What follows belongs to an exercise in optimizing a design on an open flow for small area, a short achievable clock period and few clock cycles per item; a production flow would make more cautious choices.
Only simulation tests tie the RTL to the original design; equivalence was not proved.
No activity file was given, so power comes from the tool's default toggle rates.

$ cat design/flow/config.mk
export PLATFORM = sky130hd
export DESIGN_NAME = gf128_unit
export DESIGN_NICKNAME = gf128_unit
export VERILOG_FILES = /design/flow/design.v
export SDC_FILE = /design/flow/constraint.sdc
export NUM_CORES = 4
export LEC_CHECK = 0
export CAP_MARGIN = 20
export CORE_MARGIN = 2
export CORE_UTILIZATION = 40
export PLACE_DENSITY = 0.6
export SLEW_MARGIN = 20
$ cat design/flow/constraint.sdc
create_clock -name core_clock -period 5.0 [get_ports {clk}]
set_input_delay 1.0000 -clock core_clock [delete_from_list [all_inputs] [get_ports {clk}]]
set_output_delay 1.0000 -clock core_clock [all_outputs]
set_load 0.01 [all_outputs]
$ cat design/flow/design.v
module gf128_unit (
    input  wire         clk,
    input  wire         rst,
    input  wire         in_valid,
    output wire         in_ready,
    input  wire [1:0]   in_op,
    input  wire [127:0] in_data,
    output reg          out_valid,
    output reg          out_err,
    output wire [127:0] out_data
);
    localparam OP_INITH = 2'd0;
    localparam OP_MULH  = 2'd1;
    localparam OP_FOLD  = 2'd2;
    localparam OP_LOADZ = 2'd3;
    reg [127:0] h;         
    reg         hvalid;
    reg [127:0] acc;       
    reg         acc_zero;  
    reg         rdy;
    reg         c_valid;
    reg [1:0]   c_op;
    reg [127:0] c_data;
    assign in_ready = rdy;
    assign out_data = acc;
    reg  [3:0]   c_fold;
    wire [127:0] fmask = {{32{c_fold[3]}}, {32{c_fold[2]}}, {32{c_fold[1]}}, {32{c_fold[0]}}};
    wire [127:0] x = (acc & fmask) ^ c_data;
    wire [127:0] xp, hp;
    genvar gi;
    generate
        for (gi = 0; gi < 128; gi = gi + 1) begin : g_rev
            assign xp[gi] = x[127 - gi];
            assign hp[gi] = h[127 - gi];
        end
    endgenerate
    wire [254:0] pr;
    gf_mul128_d10 u_mul (.a(xp), .b(hp), .p(pr));
    wire [127:0] rp;
    assign rp[0] = ((pr[254] ^ (pr[0] ^ pr[249])) ^ pr[128]);
    assign rp[1] = (pr[129] ^ (((pr[1] ^ pr[249]) ^ (pr[250] ^ pr[254])) ^ pr[128]));
    assign rp[2] = ((pr[128] ^ pr[129]) ^ (pr[130] ^ ((pr[250] ^ pr[251]) ^ (pr[254] ^ (pr[2] ^ pr[249])))));
    assign rp[3] = ((((pr[3] ^ pr[250]) ^ (pr[251] ^ pr[252])) ^ pr[129]) ^ (pr[130] ^ pr[131]));
    assign rp[4] = ((((pr[4] ^ pr[251]) ^ (pr[252] ^ pr[253])) ^ pr[130]) ^ (pr[131] ^ pr[132]));
    assign rp[5] = ((((pr[5] ^ pr[252]) ^ (pr[253] ^ pr[254])) ^ pr[131]) ^ (pr[132] ^ pr[133]));
    assign rp[6] = (((pr[254] ^ (pr[6] ^ pr[253])) ^ pr[132]) ^ (pr[133] ^ pr[134]));
    assign rp[7] = ((pr[133] ^ pr[134]) ^ (pr[135] ^ ((pr[7] ^ pr[249]) ^ pr[128])));
    assign rp[8] = ((pr[134] ^ pr[135]) ^ (pr[136] ^ ((pr[8] ^ pr[250]) ^ pr[129])));
    assign rp[9] = ((pr[135] ^ pr[136]) ^ (pr[137] ^ ((pr[9] ^ pr[251]) ^ pr[130])));
    assign rp[10] = ((pr[136] ^ pr[137]) ^ (pr[138] ^ ((pr[10] ^ pr[252]) ^ pr[131])));
    assign rp[11] = ((pr[137] ^ pr[138]) ^ (pr[139] ^ ((pr[11] ^ pr[253]) ^ pr[132])));
    assign rp[12] = ((pr[138] ^ pr[139]) ^ (pr[140] ^ ((pr[12] ^ pr[254]) ^ pr[133])));
    assign rp[13] = ((pr[139] ^ pr[140]) ^ (pr[141] ^ (pr[13] ^ pr[134])));
    assign rp[14] = ((pr[140] ^ pr[141]) ^ (pr[142] ^ (pr[14] ^ pr[135])));
    assign rp[15] = ((pr[141] ^ pr[142]) ^ (pr[143] ^ (pr[15] ^ pr[136])));
    assign rp[16] = ((pr[142] ^ pr[143]) ^ (pr[144] ^ (pr[16] ^ pr[137])));
    assign rp[17] = ((pr[143] ^ pr[144]) ^ (pr[145] ^ (pr[17] ^ pr[138])));
    assign rp[18] = ((pr[144] ^ pr[145]) ^ (pr[146] ^ (pr[18] ^ pr[139])));
    assign rp[19] = ((pr[145] ^ pr[146]) ^ (pr[147] ^ (pr[19] ^ pr[140])));
    assign rp[20] = ((pr[146] ^ pr[147]) ^ (pr[148] ^ (pr[20] ^ pr[141])));
    assign rp[21] = ((pr[147] ^ pr[148]) ^ (pr[149] ^ (pr[21] ^ pr[142])));
    assign rp[22] = ((pr[148] ^ pr[149]) ^ (pr[150] ^ (pr[22] ^ pr[143])));
    assign rp[23] = ((pr[149] ^ pr[150]) ^ (pr[151] ^ (pr[23] ^ pr[144])));
    assign rp[24] = ((pr[150] ^ pr[151]) ^ (pr[152] ^ (pr[24] ^ pr[145])));
    assign rp[25] = ((pr[151] ^ pr[152]) ^ (pr[153] ^ (pr[25] ^ pr[146])));
    assign rp[26] = ((pr[152] ^ pr[153]) ^ (pr[154] ^ (pr[26] ^ pr[147])));
    assign rp[27] = ((pr[153] ^ pr[154]) ^ (pr[155] ^ (pr[27] ^ pr[148])));
    assign rp[28] = ((pr[154] ^ pr[155]) ^ (pr[156] ^ (pr[28] ^ pr[149])));
    assign rp[29] = ((pr[155] ^ pr[156]) ^ (pr[157] ^ (pr[29] ^ pr[150])));
    assign rp[30] = ((pr[156] ^ pr[157]) ^ (pr[158] ^ (pr[30] ^ pr[151])));
    assign rp[31] = ((pr[157] ^ pr[158]) ^ (pr[159] ^ (pr[31] ^ pr[152])));
    assign rp[32] = ((pr[158] ^ pr[159]) ^ (pr[160] ^ (pr[32] ^ pr[153])));
    assign rp[33] = ((pr[159] ^ pr[160]) ^ (pr[161] ^ (pr[33] ^ pr[154])));
    assign rp[34] = ((pr[160] ^ pr[161]) ^ (pr[162] ^ (pr[34] ^ pr[155])));
    assign rp[35] = ((pr[161] ^ pr[162]) ^ (pr[163] ^ (pr[35] ^ pr[156])));
    assign rp[36] = ((pr[162] ^ pr[163]) ^ (pr[164] ^ (pr[36] ^ pr[157])));
    assign rp[37] = ((pr[163] ^ pr[164]) ^ (pr[165] ^ (pr[37] ^ pr[158])));
    assign rp[38] = ((pr[164] ^ pr[165]) ^ (pr[166] ^ (pr[38] ^ pr[159])));
    assign rp[39] = ((pr[165] ^ pr[166]) ^ (pr[167] ^ (pr[39] ^ pr[160])));
    assign rp[40] = ((pr[166] ^ pr[167]) ^ (pr[168] ^ (pr[40] ^ pr[161])));
    assign rp[41] = ((pr[167] ^ pr[168]) ^ (pr[169] ^ (pr[41] ^ pr[162])));
    assign rp[42] = ((pr[168] ^ pr[169]) ^ (pr[170] ^ (pr[42] ^ pr[163])));
    assign rp[43] = ((pr[169] ^ pr[170]) ^ (pr[171] ^ (pr[43] ^ pr[164])));
    assign rp[44] = ((pr[170] ^ pr[171]) ^ (pr[172] ^ (pr[44] ^ pr[165])));
    assign rp[45] = ((pr[171] ^ pr[172]) ^ (pr[173] ^ (pr[45] ^ pr[166])));
    assign rp[46] = ((pr[172] ^ pr[173]) ^ (pr[174] ^ (pr[46] ^ pr[167])));
    assign rp[47] = ((pr[173] ^ pr[174]) ^ (pr[175] ^ (pr[47] ^ pr[168])));
    assign rp[48] = ((pr[174] ^ pr[175]) ^ (pr[176] ^ (pr[48] ^ pr[169])));
    assign rp[49] = ((pr[175] ^ pr[176]) ^ (pr[177] ^ (pr[49] ^ pr[170])));
    assign rp[50] = ((pr[176] ^ pr[177]) ^ (pr[178] ^ (pr[50] ^ pr[171])));
    assign rp[51] = ((pr[177] ^ pr[178]) ^ (pr[179] ^ (pr[51] ^ pr[172])));
    assign rp[52] = ((pr[178] ^ pr[179]) ^ (pr[180] ^ (pr[52] ^ pr[173])));
    assign rp[53] = ((pr[179] ^ pr[180]) ^ (pr[181] ^ (pr[53] ^ pr[174])));
    assign rp[54] = ((pr[180] ^ pr[181]) ^ (pr[182] ^ (pr[54] ^ pr[175])));
    assign rp[55] = ((pr[181] ^ pr[182]) ^ (pr[183] ^ (pr[55] ^ pr[176])));
    assign rp[56] = ((pr[182] ^ pr[183]) ^ (pr[184] ^ (pr[56] ^ pr[177])));
    assign rp[57] = ((pr[183] ^ pr[184]) ^ (pr[185] ^ (pr[57] ^ pr[178])));
    assign rp[58] = ((pr[184] ^ pr[185]) ^ (pr[186] ^ (pr[58] ^ pr[179])));
    assign rp[59] = ((pr[185] ^ pr[186]) ^ (pr[187] ^ (pr[59] ^ pr[180])));
    assign rp[60] = ((pr[186] ^ pr[187]) ^ (pr[188] ^ (pr[60] ^ pr[181])));
    assign rp[61] = ((pr[187] ^ pr[188]) ^ (pr[189] ^ (pr[61] ^ pr[182])));
    assign rp[62] = ((pr[188] ^ pr[189]) ^ (pr[190] ^ (pr[62] ^ pr[183])));
    assign rp[63] = ((pr[189] ^ pr[190]) ^ (pr[191] ^ (pr[63] ^ pr[184])));
    assign rp[64] = ((pr[185] ^ pr[190]) ^ (pr[191] ^ (pr[192] ^ pr[64])));
    assign rp[65] = (((pr[192] ^ pr[193]) ^ pr[65]) ^ (pr[186] ^ pr[191]));
    assign rp[66] = (pr[187] ^ ((pr[194] ^ (pr[192] ^ pr[193])) ^ pr[66]));
    assign rp[67] = (pr[188] ^ ((pr[195] ^ (pr[193] ^ pr[194])) ^ pr[67]));
    assign rp[68] = (pr[189] ^ ((pr[196] ^ (pr[194] ^ pr[195])) ^ pr[68]));
    assign rp[69] = (pr[190] ^ ((pr[197] ^ (pr[195] ^ pr[196])) ^ pr[69]));
    assign rp[70] = (pr[191] ^ ((pr[198] ^ (pr[196] ^ pr[197])) ^ pr[70]));
    assign rp[71] = (((pr[192] ^ pr[197]) ^ (pr[198] ^ pr[199])) ^ pr[71]);
    assign rp[72] = (((pr[193] ^ pr[198]) ^ (pr[199] ^ pr[200])) ^ pr[72]);
    assign rp[73] = (((pr[194] ^ pr[199]) ^ (pr[200] ^ pr[201])) ^ pr[73]);
    assign rp[74] = (((pr[195] ^ pr[200]) ^ (pr[201] ^ pr[202])) ^ pr[74]);
    assign rp[75] = (((pr[196] ^ pr[201]) ^ (pr[202] ^ pr[203])) ^ pr[75]);
    assign rp[76] = (((pr[197] ^ pr[202]) ^ (pr[203] ^ pr[204])) ^ pr[76]);
    assign rp[77] = (((pr[198] ^ pr[203]) ^ (pr[204] ^ pr[205])) ^ pr[77]);
    assign rp[78] = (((pr[199] ^ pr[204]) ^ (pr[205] ^ pr[206])) ^ pr[78]);
    assign rp[79] = (((pr[200] ^ pr[205]) ^ (pr[206] ^ pr[207])) ^ pr[79]);
    assign rp[80] = (((pr[201] ^ pr[206]) ^ (pr[207] ^ pr[208])) ^ pr[80]);
    assign rp[81] = (((pr[202] ^ pr[207]) ^ (pr[208] ^ pr[209])) ^ pr[81]);
    assign rp[82] = (((pr[203] ^ pr[208]) ^ (pr[209] ^ pr[210])) ^ pr[82]);
    assign rp[83] = (((pr[204] ^ pr[209]) ^ (pr[210] ^ pr[211])) ^ pr[83]);
    assign rp[84] = (((pr[205] ^ pr[210]) ^ (pr[211] ^ pr[212])) ^ pr[84]);
    assign rp[85] = (((pr[206] ^ pr[211]) ^ (pr[212] ^ pr[213])) ^ pr[85]);
    assign rp[86] = (((pr[207] ^ pr[212]) ^ (pr[213] ^ pr[214])) ^ pr[86]);
    assign rp[87] = (((pr[208] ^ pr[213]) ^ (pr[214] ^ pr[215])) ^ pr[87]);
    assign rp[88] = (((pr[209] ^ pr[214]) ^ (pr[215] ^ pr[216])) ^ pr[88]);
    assign rp[89] = (((pr[210] ^ pr[215]) ^ (pr[216] ^ pr[217])) ^ pr[89]);
    assign rp[90] = (((pr[211] ^ pr[216]) ^ (pr[217] ^ pr[218])) ^ pr[90]);
    assign rp[91] = (((pr[212] ^ pr[217]) ^ (pr[218] ^ pr[219])) ^ pr[91]);
    assign rp[92] = (((pr[213] ^ pr[218]) ^ (pr[219] ^ pr[220])) ^ pr[92]);
    assign rp[93] = (((pr[214] ^ pr[219]) ^ (pr[220] ^ pr[221])) ^ pr[93]);
    assign rp[94] = (((pr[215] ^ pr[220]) ^ (pr[221] ^ pr[222])) ^ pr[94]);
    assign rp[95] = (((pr[216] ^ pr[221]) ^ (pr[222] ^ pr[223])) ^ pr[95]);
    assign rp[96] = (((pr[217] ^ pr[222]) ^ (pr[223] ^ pr[224])) ^ pr[96]);
    assign rp[97] = (((pr[218] ^ pr[223]) ^ (pr[224] ^ pr[225])) ^ pr[97]);
    assign rp[98] = (((pr[219] ^ pr[224]) ^ (pr[225] ^ pr[226])) ^ pr[98]);
    assign rp[99] = (((pr[220] ^ pr[225]) ^ (pr[226] ^ pr[227])) ^ pr[99]);
    assign rp[100] = (((pr[221] ^ pr[226]) ^ (pr[227] ^ pr[228])) ^ pr[100]);
    assign rp[101] = (((pr[222] ^ pr[227]) ^ (pr[228] ^ pr[229])) ^ pr[101]);
    assign rp[102] = (((pr[223] ^ pr[228]) ^ (pr[229] ^ pr[230])) ^ pr[102]);
    assign rp[103] = (((pr[224] ^ pr[229]) ^ (pr[230] ^ pr[231])) ^ pr[103]);
    assign rp[104] = (((pr[225] ^ pr[230]) ^ (pr[231] ^ pr[232])) ^ pr[104]);
    assign rp[105] = (((pr[226] ^ pr[231]) ^ (pr[232] ^ pr[233])) ^ pr[105]);
    assign rp[106] = (((pr[227] ^ pr[232]) ^ (pr[233] ^ pr[234])) ^ pr[106]);
    assign rp[107] = (((pr[228] ^ pr[233]) ^ (pr[234] ^ pr[235])) ^ pr[107]);
    assign rp[108] = (((pr[229] ^ pr[234]) ^ (pr[235] ^ pr[236])) ^ pr[108]);
    assign rp[109] = (((pr[230] ^ pr[235]) ^ (pr[236] ^ pr[237])) ^ pr[109]);
    assign rp[110] = (((pr[231] ^ pr[236]) ^ (pr[237] ^ pr[238])) ^ pr[110]);
    assign rp[111] = (((pr[232] ^ pr[237]) ^ (pr[238] ^ pr[239])) ^ pr[111]);
    assign rp[112] = (((pr[233] ^ pr[238]) ^ (pr[239] ^ pr[240])) ^ pr[112]);
    assign rp[113] = (((pr[234] ^ pr[239]) ^ (pr[240] ^ pr[241])) ^ pr[113]);
    assign rp[114] = (((pr[235] ^ pr[240]) ^ (pr[241] ^ pr[242])) ^ pr[114]);
    assign rp[115] = (((pr[236] ^ pr[241]) ^ (pr[242] ^ pr[243])) ^ pr[115]);
    assign rp[116] = (((pr[237] ^ pr[242]) ^ (pr[243] ^ pr[244])) ^ pr[116]);
    assign rp[117] = (((pr[238] ^ pr[243]) ^ (pr[244] ^ pr[245])) ^ pr[117]);
    assign rp[118] = (((pr[239] ^ pr[244]) ^ (pr[245] ^ pr[246])) ^ pr[118]);
    assign rp[119] = (((pr[240] ^ pr[245]) ^ (pr[246] ^ pr[247])) ^ pr[119]);
    assign rp[120] = (((pr[241] ^ pr[246]) ^ (pr[247] ^ pr[248])) ^ pr[120]);
    assign rp[121] = (((pr[242] ^ pr[247]) ^ (pr[248] ^ pr[249])) ^ pr[121]);
    assign rp[122] = (((pr[243] ^ pr[248]) ^ (pr[249] ^ pr[250])) ^ pr[122]);
    assign rp[123] = (((pr[244] ^ pr[249]) ^ (pr[250] ^ pr[251])) ^ pr[123]);
    assign rp[124] = (((pr[245] ^ pr[250]) ^ (pr[251] ^ pr[252])) ^ pr[124]);
    assign rp[125] = (((pr[246] ^ pr[251]) ^ (pr[252] ^ pr[253])) ^ pr[125]);
    assign rp[126] = (((pr[247] ^ pr[252]) ^ (pr[253] ^ pr[254])) ^ pr[126]);
    assign rp[127] = ((pr[254] ^ (pr[248] ^ pr[253])) ^ pr[127]);
    wire [127:0] z;
    generate
        for (gi = 0; gi < 128; gi = gi + 1) begin : g_out
            assign z[127 - gi] = rp[gi];
        end
    endgenerate
    wire acc_we = c_valid & ((c_op == OP_LOADZ) | ((c_op[0] ^ c_op[1]) & hvalid));
    wire acc_zero_next = rst | (acc_zero & !acc_we);
    wire in_fold = (in_op == OP_FOLD) & !acc_zero_next;
    always @(posedge clk) begin
        c_op   <= in_op;
        c_data <= in_data;
        c_fold[0] <= in_fold;
        c_fold[1] <= in_fold & in_valid;
        c_fold[2] <= in_fold & rdy;
        c_fold[3] <= in_fold & in_valid & rdy;
        acc_zero  <= acc_zero_next;
        if (acc_we) acc <= (c_op == OP_LOADZ) ? c_data : z;
        if (rst) begin
            rdy       <= 1'b0;
            c_valid   <= 1'b0;
            hvalid    <= 1'b0;
            out_valid <= 1'b0;
            out_err   <= 1'b0;
        end else begin
            rdy       <= 1'b1;
            c_valid   <= in_valid & rdy;
            out_valid <= c_valid;
            out_err   <= c_valid & (c_op[0] ^ c_op[1]) & !hvalid;
            if (c_valid) begin
                case (c_op)
                    OP_INITH: begin
                        h      <= c_data;
                        hvalid <= 1'b1;
                    end
                    default: ;
                endcase
            end
        end
    end
endmodule
module gf_mul64_d7 (
    input  wire [63:0] a,
    input  wire [63:0] b,
    output wire [126:0] p
);
    genvar i, j;
    generate
        for (i = 0; i < 127; i = i + 1) begin : g_col
            wire [63:0] t;
            for (j = 0; j < 64; j = j + 1) begin : g_t
                if (i - j >= 0 && i - j < 64) begin : g_v
                    assign t[j] = a[j] & b[i-j];
                end else begin : g_z
                    assign t[j] = 1'b0;
                end
            end
            assign p[i] = ^t;
        end
    endgenerate
endmodule
module gf_mul128_d10 (
    input  wire [127:0] a,
    input  wire [127:0] b,
    output wire [254:0] p
);
    wire [126:0] p0, p1, p2;
    gf_mul64_d7 u0 (.a(a[63:0]), .b(b[63:0]), .p(p0));
    gf_mul64_d7 u2 (.a(a[127:64]), .b(b[127:64]), .p(p2));
    gf_mul64_d7 u1 (.a(a[63:0] ^ a[127:64]), .b(b[63:0] ^ b[127:64]), .p(p1));
    wire [63:0] l0 = p0[63:0];
    wire [63:0] l1 = p1[63:0];
    wire [63:0] l2 = p2[63:0];
    wire [63:0] h0 = {1'b0, p0[126:64]};
    wire [63:0] h1 = {1'b0, p1[126:64]};
    wire [63:0] h2 = {1'b0, p2[126:64]};
    wire [63:0] s  = h0 ^ l2;
    wire [63:0] q1 = (l1 ^ (l0 ^ s));
    wire [63:0] q2 = (h1 ^ (h2 ^ s));
    assign p = {h2[62:0], q2, q1, l0};
endmodule
$ cat design/flow/run.sh
#!/bin/bash
# synth_recipe.tcl (not shown) runs the flow's synth.tcl, then flattens the netlist and writes it again
# the make line also repeats each setting of config.mk as NAME=value (left out here)
make -C /OpenROAD-flow-scripts/flow DESIGN_CONFIG=/design/flow/config.mk WORK_HOME=/design/flow/orfs CLKGATE_MAP_FILE= SYNTH_SCRIPT=/design/flow/synth_recipe.tcl finish
==> notes.md <==
-- layer usage --
metal  track usage  GRT overflow
met1         0.787             0
met4         0.644             0
met2         0.843             0
met5         0.284             2
met3         0.556             0
-- cells in the mapped netlist, types with 5 or more instances --
cell type	n	area share
sky130_fd_sc_hd__xnor2_1	9132	0.40
sky130_fd_sc_hd__o21ai_0	5996	0.15
sky130_fd_sc_hd__nor2_1	2898	0.055
sky130_fd_sc_hd__xor2_1	2761	0.12
sky130_fd_sc_hd__clkbuf_1	2588	0.049
sky130_fd_sc_hd__nand2_1	2284	0.043
sky130_fd_sc_hd__a21oi_1	1200	0.030
sky130_fd_sc_hd__buf_1	520	0.0098
sky130_fd_sc_hd__xnor3_1	387	0.044
sky130_fd_sc_hd__edfxtp_1	256	0.039
sky130_fd_sc_hd__buf_2	198	0.0050
sky130_fd_sc_hd__dfxtp_1	140	0.014
sky130_fd_sc_hd__and3b_1	129	0.0057
sky130_fd_sc_hd__o21ai_1	125	0.0031
sky130_fd_sc_hd__a21boi_1	78	0.0029
sky130_fd_sc_hd__a211o_1	57	0.0025
sky130_fd_sc_hd__a21bo_2	55	0.0028
sky130_fd_sc_hd__and2_1	55	0.0017
sky130_fd_sc_hd__mux2_2	52	0.0029
sky130_fd_sc_hd__nand3b_1	52	0.0020
sky130_fd_sc_hd__or2_2	48	0.0015
sky130_fd_sc_hd__o211ai_1	44	0.0017
sky130_fd_sc_hd__xnor2_2	29	0.0024
sky130_fd_sc_hd__a21boi_2	26	0.0015
sky130_fd_sc_hd__a21boi_0	21	0.00079
sky130_fd_sc_hd__buf_6	21	0.0012
sky130_fd_sc_hd__buf_4	15	0.00057
sky130_fd_sc_hd__o211ai_2	12	0.00075
sky130_fd_sc_hd__xor3_1	7	0.00084
sky130_fd_sc_hd__clkbuf_2	5	0.00013
sky130_fd_sc_hd__inv_1	5	0.000094
sky130_fd_sc_hd__nand3b_2	5	0.00028
sky130_fd_sc_hd__or2_1	5	0.00016
-- through the flow --
step           instance area [sq um]  hold slack (ns)  utilization  cells  setup TNS [ns]
2_1_floorplan                 199000            0.432            -  29200               0
3_3_place_gp                  259000            0.462        0.521  38600          -72.28
3_5_place_dp                  259000            0.469        0.521  38600          -67.42
4_1_cts                       269000            0.494        0.542  39000           -4.04
-- worst max path at each step --
stage                           to  slack (ns)
after floorplan               h[0]        0.37
after global placement    acc[108]       -1.20
after detailed placement   acc[52]       -1.05
after CTS                 acc[124]       -0.31
-- power by group through the flow --
stage               clock (uW)  combinational, uW  sequential [uW]
detailed placement           0             136000             7740
global placement             0             136000             7750
floorplan                    0              62800             7430
CTS                       4610             146000             7620
-- cell families after synthesis --
group,after synthesis,share of synthesized area
buffers and inverters,3352,0.0656
flip-flops,396,0.0527
XOR/XNOR,12300,0.571
multiplexers,53,0.00299
AND/OR/NAND/NOR,5492,0.110
adder cells (fa/ha/maj),2,0.000126
AO/OA/AOI/OAI,7629,0.198
-- what timing repair did --
| item | in CTS |
|---|---|
| gates resized for setup | 1200 |
| pin swaps | 314 |
| endpoints found under the setup margin | 128 |
| buffers inserted | 237 |
| gates cloned | 29 |
==> out/summary.log <==
[run_status] error message [ERROR GRT-0232] Routing congestion too high. Check the congestion heatmap in the GUI.
[placement] Port-buffer cells 263
[synth] number of synthesized flops with an enable pin 256
[synth] share of synthesized registers carrying an async set or reset 0
[clock_network] number of sinks driven by the clock tree 396
[die] number of rows in the core area 259
[clock_network] htree depth 2
[clock_network] hold-fix buffers at CTS 0
[placement] post-DP HPWL 1310000 microns
[grt] all-layer global routing usage 0.721
[synth] net count of the mapped netlist 29400
[synth] count of mapped cells out of synthesis 29200
[synth] sequential share of the synthesized area 0.0527
[placement] routability congestion estimate 1.20
[clock_network] number of buffers inserted during clock tree synthesis 55
[grt] GR Overflow Total 2
[die] initial standard-cell utilization of the core 0.401
[placement] pre-CTS WS -1.05 ns
[grt] maximum number of pins on one net before global-route repair 114
[synth] Cell Area, Synth 0.199 sq mm
[clock_network] maximum clock path buffer count 3
[run_status] run status aborted with a tool error
[synth] Synth Warn # 1
[run_status] Exit stage global routing (5_1_grt)
[synth] Seq cells post-synth 396
[die] num ports 264
[clock_network] Root Driver sky130_fd_sc_hd__clkbuf_16
[synth] average cell area after synthesis 6.80 sq um
[die] Die Span Y 709 microns
[synth] dominant synthesized flop cell sky130_fd_sc_hd__edfxtp_1
[synth] number of distinct library cell variants in the gate-level netlist after synthesis 53
[die] Die X-Extent 709 microns
Testbench counts, summed over its fixed seeds: cycles 744, items 672.
